Background: an optimization exercise with open tools, aiming at a short achievable clock period and few clock cycles. Do not read the settings as production practice.
Function was checked by simulation only, so behaviour that the tests miss may differ from the original.
Power is estimated from default activity; no workload was simulated.

==> design.v <==
module bjt_cpu (
    input  wire        clk,
    input  wire        rst,         
    output wire [15:0] rom_addr,
    input  wire [7:0]  rom_rdata,
    output reg  [15:0] ram_addr,
    output reg  [7:0]  ram_wdata,
    output reg         ram_we,
    input  wire [7:0]  ram_rdata,
    output wire        halted,
    input  wire [4:0]  dbg_sel,
    output reg  [7:0]  dbg_data
);
    localparam IB = 6;                  
    localparam NE = 1 << IB;
    localparam TB = 16 - IB;
    reg [7:0]  ra, rb, rc, rsp, rbp, rbnk, radr;
    reg        fz, fc, fo, fn;
    function [7:0] rdreg;
        input [3:0] idx;
        begin
            case (idx)
                4'h0:    rdreg = ra;
                4'h1:    rdreg = rb;
                4'h2:    rdreg = rc;
                4'hA:    rdreg = rsp;
                4'hB:    rdreg = rbp;
                4'hE:    rdreg = rbnk;
                4'hF:    rdreg = radr;
                default: rdreg = 8'h00;
            endcase
        end
    endfunction
    function [1:0] ilen;
        input [3:0] fam;
        begin
            case (fam)
                4'h0, 4'h2, 4'h3, 4'hF: ilen = 2'd1;
                4'hC, 4'hD, 4'hE:       ilen = 2'd3;
                default:                ilen = 2'd2;
            endcase
        end
    endfunction
    reg [15:0] fpc;         
    reg [15:0] fbpc;        
    reg [1:0]  fcnt;        
    reg [7:0]  fb0, fb1;
    reg [NE-1:0] c_v;
    reg [TB-1:0] c_tag [0:NE-1];
    reg [23:0]   c_d   [0:NE-1];
    reg        xv;
    reg [7:0]  xop, xb1, xb2;
    reg [15:0] xnpc;        
    reg [1:0]  xs;          
    wire [3:0] fam = xop[7:4];
    wire [3:0] sub = xop[3:0];
    wire f0 = (fam == 4'h0);
    wire f1 = (fam == 4'h1);
    wire fe = (fam == 4'hE);
    wire is_stop  = f0 && (sub == 4'h0);
    wire is_ret   = f0 && (sub == 4'h1);
    wire is_pcall = f0 && (sub == 4'h2);
    wire is_push  = f1 && (sub == 4'h0);
    wire is_sto   = f1 && (sub == 4'h1);
    wire is_cmp   = f1 && (sub == 4'h2);
    wire is_pop   = (fam == 4'h2);
    wire is_ldrom = (fam == 4'h3);
    wire is_stidx = (fam == 4'h6);
    wire is_ldidx = (fam == 4'h9);
    wire is_imm   = (fam == 4'hA);
    wire is_nand  = (fam == 4'hB);
    wire is_ldram = (fam == 4'hF);
    wire is_call  = fe && (sub == 4'h1);
    wire is_link  = is_call || is_pcall;
    wire is_arith = (fam == 4'h4) || (fam == 4'h5) || (fam == 4'h7) ||
                    (fam == 4'h8) || (fam == 4'hC) || (fam == 4'hD);
    wire halt_x = xv && is_stop;
    assign halted = halt_x;
    wire [7:0] va = rdreg(xb1[7:4]);
    wire [7:0] vb = rdreg(xb1[3:0]);
    wire [7:0] vd = rdreg(sub);
    wire [7:0] idx_sum = va + vb;
    wire [7:0] rbp_m   = rbp + {6'h3f, ~xs};      
    reg  [7:0] alu_res;
    reg  [7:0] alu_prev;
    reg        alu_additive;
    always @(*) begin
        alu_prev     = vd;
        alu_additive = 1'b1;
        case (fam)
            4'h4:    alu_res = va + vb;
            4'h5:    alu_res = va + vb + {7'd0, fc};
            4'h7:    alu_res = va - vb;
            4'h8:    alu_res = va - vb - {7'd0, fc};
            4'hC:    alu_res = va + xb2;
            4'hD:    alu_res = va - xb2;
            default: begin             
                alu_res      = va - vb;
                alu_prev     = va;
                alu_additive = 1'b0;
            end
        endcase
    end
    wire alu_flags = is_arith || is_cmp;
    wire cond = (sub == 4'h2 && fz) || (sub == 4'h3 && fn) ||
                (sub == 4'h4 && fc) || (sub == 4'h5 && fo);
    wire x_multi = is_link || is_ret;
    wire x_done  = !is_stop && (!x_multi || xs == 2'd2);
    wire x_accept = !xv || x_done;
    wire rd_br   = xv && fe && cond;
    wire rd_pc   = xv && is_pcall && xs == 2'd0;
    wire rd_rhi  = xv && is_ret && xs == 2'd0;
    wire rd_rlo  = xv && is_ret && xs == 2'd1;
    wire redirect = rd_br || rd_pc || rd_rhi || rd_rlo;
    reg [15:0] rd_tgt;
    always @(*) begin
        if (rd_pc)       rd_tgt = {rbnk, radr};
        else if (rd_rhi) rd_tgt = {ram_rdata, fpc[7:0]};
        else if (rd_rlo) rd_tgt = {fpc[15:8], ram_rdata};
        else             rd_tgt = {xb1, xb2};
    end
    wire x_rom = xv && is_ldrom;       
    assign rom_addr = x_rom ? {rbnk, radr} : fbpc;
    always @(*) begin
        ram_addr  = {rbnk, radr};
        ram_wdata = va;
        ram_we    = 1'b0;
        if (is_stidx || is_ldidx)
            ram_addr = {rbnk, idx_sum};
        else if (is_pop)
            ram_addr = {8'hFF, rsp - 8'd1};
        else if (is_push || is_link)
            ram_addr = {8'hFF, rsp};
        else if (is_ret)
            ram_addr = {8'hFF, rbp_m};
        if (is_stidx)
            ram_wdata = vd;
        else if (is_link)
            ram_wdata = (xs == 2'd0) ? rbp : (xs == 2'd1) ? xnpc[7:0] : xnpc[15:8];
        if (xv && (is_sto || is_stidx || is_push || is_link))
            ram_we = 1'b1;
    end
    wire [IB-1:0] fi = fpc[IB-1:0];
    wire [23:0] c_rd  = c_d[fi];
    wire hit = (fcnt == 2'd0) && c_v[fi] && (c_tag[fi] == fpc[15:IB]);
    wire rom_ok = !x_rom;
    reg [7:0] i_op, i_b1, i_b2;
    reg       complete;
    always @(*) begin
        if (hit) begin
            {i_op, i_b1, i_b2} = c_rd;
            complete = 1'b1;
        end else begin
            case (fcnt)
                2'd0: begin
                    i_op = rom_rdata; i_b1 = rom_rdata; i_b2 = rom_rdata;
                    complete = rom_ok && ilen(rom_rdata[7:4]) == 2'd1;
                end
                2'd1: begin
                    i_op = fb0; i_b1 = rom_rdata; i_b2 = rom_rdata;
                    complete = rom_ok && ilen(fb0[7:4]) == 2'd2;
                end
                default: begin
                    i_op = fb0; i_b1 = fb1; i_b2 = rom_rdata;
                    complete = rom_ok;
                end
            endcase
        end
    end
    wire [1:0] i_len = ilen(i_op[7:4]);
    wire i_jmp  = (i_op == 8'hE0);
    wire i_call = (i_op == 8'hE1);
    wire fill = !hit && complete;
    wire deliver = complete && x_accept && !redirect && !halt_x;
    wire [15:0] seq_pc = fpc + {14'd0, i_len};
    wire [15:0] nxt_pc = (i_jmp || i_call) ? {i_b1, i_b2} : seq_pc;
    always @(posedge clk) begin
        if (fill) begin
            c_d[fi]   <= {i_op, i_b1, i_b2};
            c_tag[fi] <= fpc[15:IB];
        end
    end
    always @(posedge clk) begin
        if (rst) begin
            c_v  <= {NE{1'b0}};
            fpc  <= 16'h0000;
            fbpc <= 16'h0000;
            fcnt <= 2'd0;
            xv   <= 1'b0;
        end else begin
            if (fill)
                c_v[fi] <= 1'b1;
            if (redirect) begin
                fpc  <= rd_tgt;
                fbpc <= rd_tgt;
                fcnt <= 2'd0;
            end else if (deliver) begin
                fpc  <= nxt_pc;
                fbpc <= nxt_pc;
                fcnt <= 2'd0;
            end else if (fill) begin
                fbpc <= fpc;
                fcnt <= 2'd0;
            end else if (!hit && rom_ok && !halt_x) begin
                fbpc <= fbpc + 16'd1;
                fcnt <= fcnt + 2'd1;
            end
            if (x_accept)
                xv <= deliver && !i_jmp;
        end
    end
    always @(posedge clk) begin
        if (fcnt == 2'd0) fb0 <= rom_rdata;
        if (fcnt == 2'd1) fb1 <= rom_rdata;
        if (x_accept) begin
            xop  <= i_op;
            xb1  <= i_b1;
            xb2  <= i_b2;
            xnpc <= seq_pc;
        end
    end
    reg       wb_en;
    reg [7:0] wb_val;
    always @(*) begin
        wb_en  = is_arith || is_nand || is_imm || is_ldrom || is_ldram ||
                 is_ldidx || is_pop;
        wb_val = alu_res;
        if (is_nand)
            wb_val = ~(va & vb);
        else if (is_imm)
            wb_val = xb1;
        else if (is_ldrom)
            wb_val = rom_rdata;
        else if (is_ldram || is_ldidx || is_pop)
            wb_val = ram_rdata;
    end
    always @(posedge clk) begin
        if (rst) begin
            xs   <= 2'd0;
            ra   <= 8'h00;
            rb   <= 8'h00;
            rc   <= 8'h00;
            rsp  <= 8'h00;
            rbp  <= 8'h00;
            rbnk <= 8'h00;
            radr <= 8'h00;
            fz   <= 1'b0;
            fc   <= 1'b0;
            fo   <= 1'b0;
            fn   <= 1'b0;
        end else if (xv && !is_stop) begin
            if (x_multi)
                xs <= x_done ? 2'd0 : xs + 2'd1;
            if (is_push || is_link)
                rsp <= rsp + 8'd1;
            if (is_pop)
                rsp <= rsp - 8'd1;
            if (is_link && xs == 2'd2)
                rbp <= rsp + 8'd1;
            if (is_ret && xs == 2'd2) begin
                rsp <= rbp_m;
                rbp <= ram_rdata;
            end
            if (wb_en) begin
                case (sub)
                    4'h0: ra   <= wb_val;
                    4'h1: rb   <= wb_val;
                    4'h2: rc   <= wb_val;
                    4'hA: rsp  <= wb_val;
                    4'hB: rbp  <= wb_val;
                    4'hE: rbnk <= wb_val;
                    4'hF: radr <= wb_val;
                    default: ;
                endcase
            end
            if (alu_flags) begin
                fz <= (alu_res == 8'h00);
                fn <= alu_res[7];
                fo <= alu_res[7] && !alu_prev[7];
                fc <= alu_additive && (alu_prev > alu_res);
            end
        end
    end
    always @(*) begin
        if (!dbg_sel[4])
            dbg_data = rdreg(dbg_sel[3:0]);
        else begin
            case (dbg_sel[3:0])
                4'h0:    dbg_data = {4'h0, fn, fo, fc, fz};
                4'h1:    dbg_data = xnpc[15:8];
                4'h2:    dbg_data = xnpc[7:0];
                default: dbg_data = 8'h00;
            endcase
        end
    end
endmodule
==> run.sh <==
#!/bin/bash
# synth_recipe.tcl (not shown) runs the flow's synth.tcl, then flattens the netlist and writes it again
# the make line also repeats each setting of config.mk as NAME=value (left out here)
make -C /OpenROAD-flow-scripts/flow DESIGN_CONFIG=/design/flow/config.mk WORK_HOME=/design/flow/orfs CLKGATE_MAP_FILE= SYNTH_SCRIPT=/design/flow/synth_recipe.tcl finish
==> config.mk <==
export PLATFORM = sky130hd
export DESIGN_NAME = bjt_cpu
export DESIGN_NICKNAME = bjt_cpu
export VERILOG_FILES = /design/flow/design.v
export SDC_FILE = /design/flow/constraint.sdc
export NUM_CORES = 4
export LEC_CHECK = 0
export CAP_MARGIN = 20
export CORE_MARGIN = 2
export CORE_UTILIZATION = 40
export SLEW_MARGIN = 20
==> constraint.sdc <==
create_clock -name core_clock -period 7.0 [get_ports {clk}]
set_input_delay 1.4000 -clock core_clock [delete_from_list [all_inputs] [get_ports {clk}]]
set_output_delay 1.4000 -clock core_clock [all_outputs]
set_load 0.01 [all_outputs]
==> qor.yml <==
flow_run:
  cap_viol_max_count: 0
min_path:
  holdPathStages: 2
  worstHoldStart: "c_v[34]$_SDFFE_PP0P_"
  min_path_type: "register to register"
  holdPathEnd: "c_v[34]$_SDFFE_PP0P_"
critical_path:
  cp_max_fo: 8
  worstSetupEndpointType: "output port"
  arrival_ns: 5.47
  crit_type: "register to output port"
  slowest_stage: "clkdlybuf4s50_1"
  reg2reg_depth: 21
  worstPathCellList: "buf_4, mux2i_2, o21ai_0, a22oi_1, o221ai_1, ha_1, nand2_1, a21oi_1, mux2i_1, nand2_1, buf_4, a31o_2, and3_1, o31ai_1, clkdlybuf4s50_1"
  r2r-end: "fpc[2]$_SDFFE_PP0N_"
  cp_num_cells: 15
  crit_family: "compound AO/OA/AOI/OAI gates"
  rrSetupSlack_ns: 0.38
  start_kind: "register"
  cp.required_ns: 5.60
  crit_buf_inv: 3
  cpPeakStageDelay_ns: 0.57
place:
  gp_congestion: 0.972
  portBuffers: 72
  hpwlAfterDp_mm: 207
  place_ws_ns: 0.315
clocking:
  ctsHoldBuffers: 0
  htreeDepth: 5
  cts_buffer_depth: 4
  clk_latency_ns: 0.96
  cts_tree: "yes"
  clk_pin_slew_worst_paths_ns: 0.06
  root_buffer: "clkbuf_16"
  cts_buffers: 276
  cts_sinks: 2399
floorplan:
  die_w_um: 507
  ios: 73
  fp-row-count: 184
  core-area_mm2: 0.251
  die_y_um: 507
  initial_utilization_pct: 40.2
  die-area_mm2: 0.257
sta:
  hold_violations: 0
  drv_slew: 0
  timing.hold.ws_ns: 0.453
  slew_headroom_pct: 21.4
  final-setup-viol-count: 0
  worst_slew_pin_slew_ns: 1.17
  finalClockSkew_ns: 0.101
  finalCritPeriodShare_pct: 98.1
  tns_ns: 0
  period_minus_slack_ns: 6.87
  setup_ws_ns: 0.131
  rsz0062_at_grt: "no"
  max_freq_mhz: 146
synthesis:
  yosysWarnings: 1
  synthesis.nets: 5799
  syn_avg_cell_area_um2: 17.7
  synthCells: 5721
  synthArstFlopShare_pct: 0
  synth-seq-cells: 2399
  ys_types: 101
  seq_area_frac_synth_pct: 69.5
  synth_edf_count: 2224
  synthFlopType: "edfxtp_1"
  syn_area_mm2: 0.101
final_layout:
  fill_cells: 21300
  synthToLayoutAreaGrowth_pct: 15.7
  fin_util_pct: 46.5
  final_cell_mix: "2224 x edfxtp_1, 581 x mux4_2, 325 x buf_4"
  final_nets: 6153
  drive_gt1_share_pct: 24.9
  final_common_cell: "edfxtp_1"
drt:
  final_antenna_net_count: 0
  dr.pass1.iters: 8
  postRouteWirelength_mm: 333
  num_vias: 60000
  viasPerCell: 6.25
  drc: 0
  drt_iter0_drc: 8639
  post_drt_wl_per_cell_um: 34.6
power_and_ir_drop:
  powerDensity_mw_per_mm2: 374
  total_power_uw: 43700
  p_leak_uw: 0.0373
  ir_drop_mv: 0.265
grt:
  grt_pass1_vias: 57900
  antenna_found_initial: 14
  overflow: 0
  grt_pass1_wl_mm: 463
  grt_start_max_net_pins: 71
  groute.usage.overall_pct: 25.6
run_status:
  status: "no timing/DRC/antenna violations"
[sequential cells by signal (all words and copies together), names as in the netlist, 16 cells and up, named ones only]
name and cells:
c_d 1536, c_tag 640, c_v 64, fbpc 16, fpc 16, xnpc 16
[per-layer routing]
layer  wire (µm)  track usage, %  part of all wire, %  up-vias
met2      154000            39.8                   46     3326
li1            -               -                    -    24200
met1      137000            37.0                   41    32000
met4       10400            7.32                  3.1        6
met5          29               0               0.0087        -
met3       31500            4.48                  9.5      546
[how the worst max path moves through the flow]
stage	to	from	slack (ns)
4_1_cts	ram_addr[7]	xb1[6]$_DFFE_PN_	0.06
3_3_place_gp	register	register	0.13
3_5_place_dp	fbpc[2]$_SDFFE_PP0P_	register	0.31
5_1_grt	ram_addr[5]	xb1[0]$_DFFE_PN_	0.02
2_1_floorplan	c_d[0][4]$_DFFE_PP_	register	0.56
6_report	ram_addr[7]	xb1[6]$_DFFE_PN_	0.13
[final cells by class]
cell class              count  area (µm²)  area share (%)
diodes                      3        7.51         0.00642
clock buffers             335        7320            6.26
clock inverters           130        1190            1.02
inverters                  66         253           0.216
multi-input cells        2888       29500            25.2
flip-flops and latches   2399       70300            60.1
well taps                3348        4190            3.58
repair buffers            444        4120            3.52
[power breakdown]
part	internal (µW)	leakage [µW]	switching, µW
logic	4790	0.0111	7980
registers	16600	0.0220	530
clock network	8170	0.00416	5650
total	29600	0.0373	14200
[worst min-delay path, delay by kind of cell (launching register included)]
kind,cells,cell delay (ns)
flops,1,0.30
compound gates,1,0.05
buf+inv,1,0.06
[what timing repair did]
action / 4_1_cts / 5_1_grt
setup buffers: 0 / 5
resized for setup: 2 / 4
setup endpoints to repair: 1 / 7
[kinds of logic after synthesis]
logic type	count (synthesis)	share of synthesized area (%)
AO/OA/AOI/OAI	880	6.07
flip-flops	2399	69.5
AND/OR/NAND/NOR	1010	4.74
multiplexers	859	16.2
buffers and inverters	434	2.00
XOR/XNOR	84	0.743
adder cells (fa/ha/maj)	55	0.703
[cell usage after synthesis, drive strengths merged (14+ instances only)]
master,n,area [µm²]
o221ai,14,123
nand3,75,380
ha,52,651
nor3b,14,105
edfxtp,2224,66800
and3,31,194
mux4,608,13800
a211oi,53,403
nor2,331,1250
nand2,289,1090
clkbuf,209,785
a22oi,77,583
dfxtp,175,3500
and2,24,150
mux2,64,721
or2,15,93.8
a31oi,40,250
a22o,27,236
xnor2,54,473
a41oi,65,569
inv,64,240
o21ai,144,732
a221oi,37,330
or3,30,188
xor2,29,254
o22ai,38,238
o211ai,29,218
a222oi,28,280
nand2b,28,175
nor2b,34,213
nor3,56,280
buf,159,992
nand4,16,106
a21oi,197,993
mux2i,187,1880
[through the flow]
step | instances | instance area [µm²]
after floorplan | 5721 | 101000
after global placement | 9139 | 108000
after detailed placement | 9139 | 108000
after CTS | 9604 | 117000
after global routing | 9610 | 117000
final | 9613 | 117000
Testbench counts, summed over its fixed seeds: cycles 71,501.

==> port drivers added, routing unchanged <==
How much do the figures lean on ideal ports? The routed layout below was timed once more, with nothing changed but the port constraints. Step 1, drivers: a clkbuf_16 drives clk and a buf_2 each remaining input, both assumed. Step 2 moves the port delays by t, midway between the first and last clock arrival at a register: inputs arrive t later, outputs are due t later. That takes back most of the time a late clock gives input paths. a / b / c = no drivers / after step 1 / after step 2; a / b = the first two.
t (ns): 0.993
setup WS [ns]: 0.131 / 0.048 / 0.381
worst register clock-pin slew, ns: 0.08 / 0.08
pins driven straight from the clock port: 1
After both steps setup and hold are still met in this run. For this run, drivers alone change the setup slack by -0.083 ns; drivers and shift together by +0.250 ns.
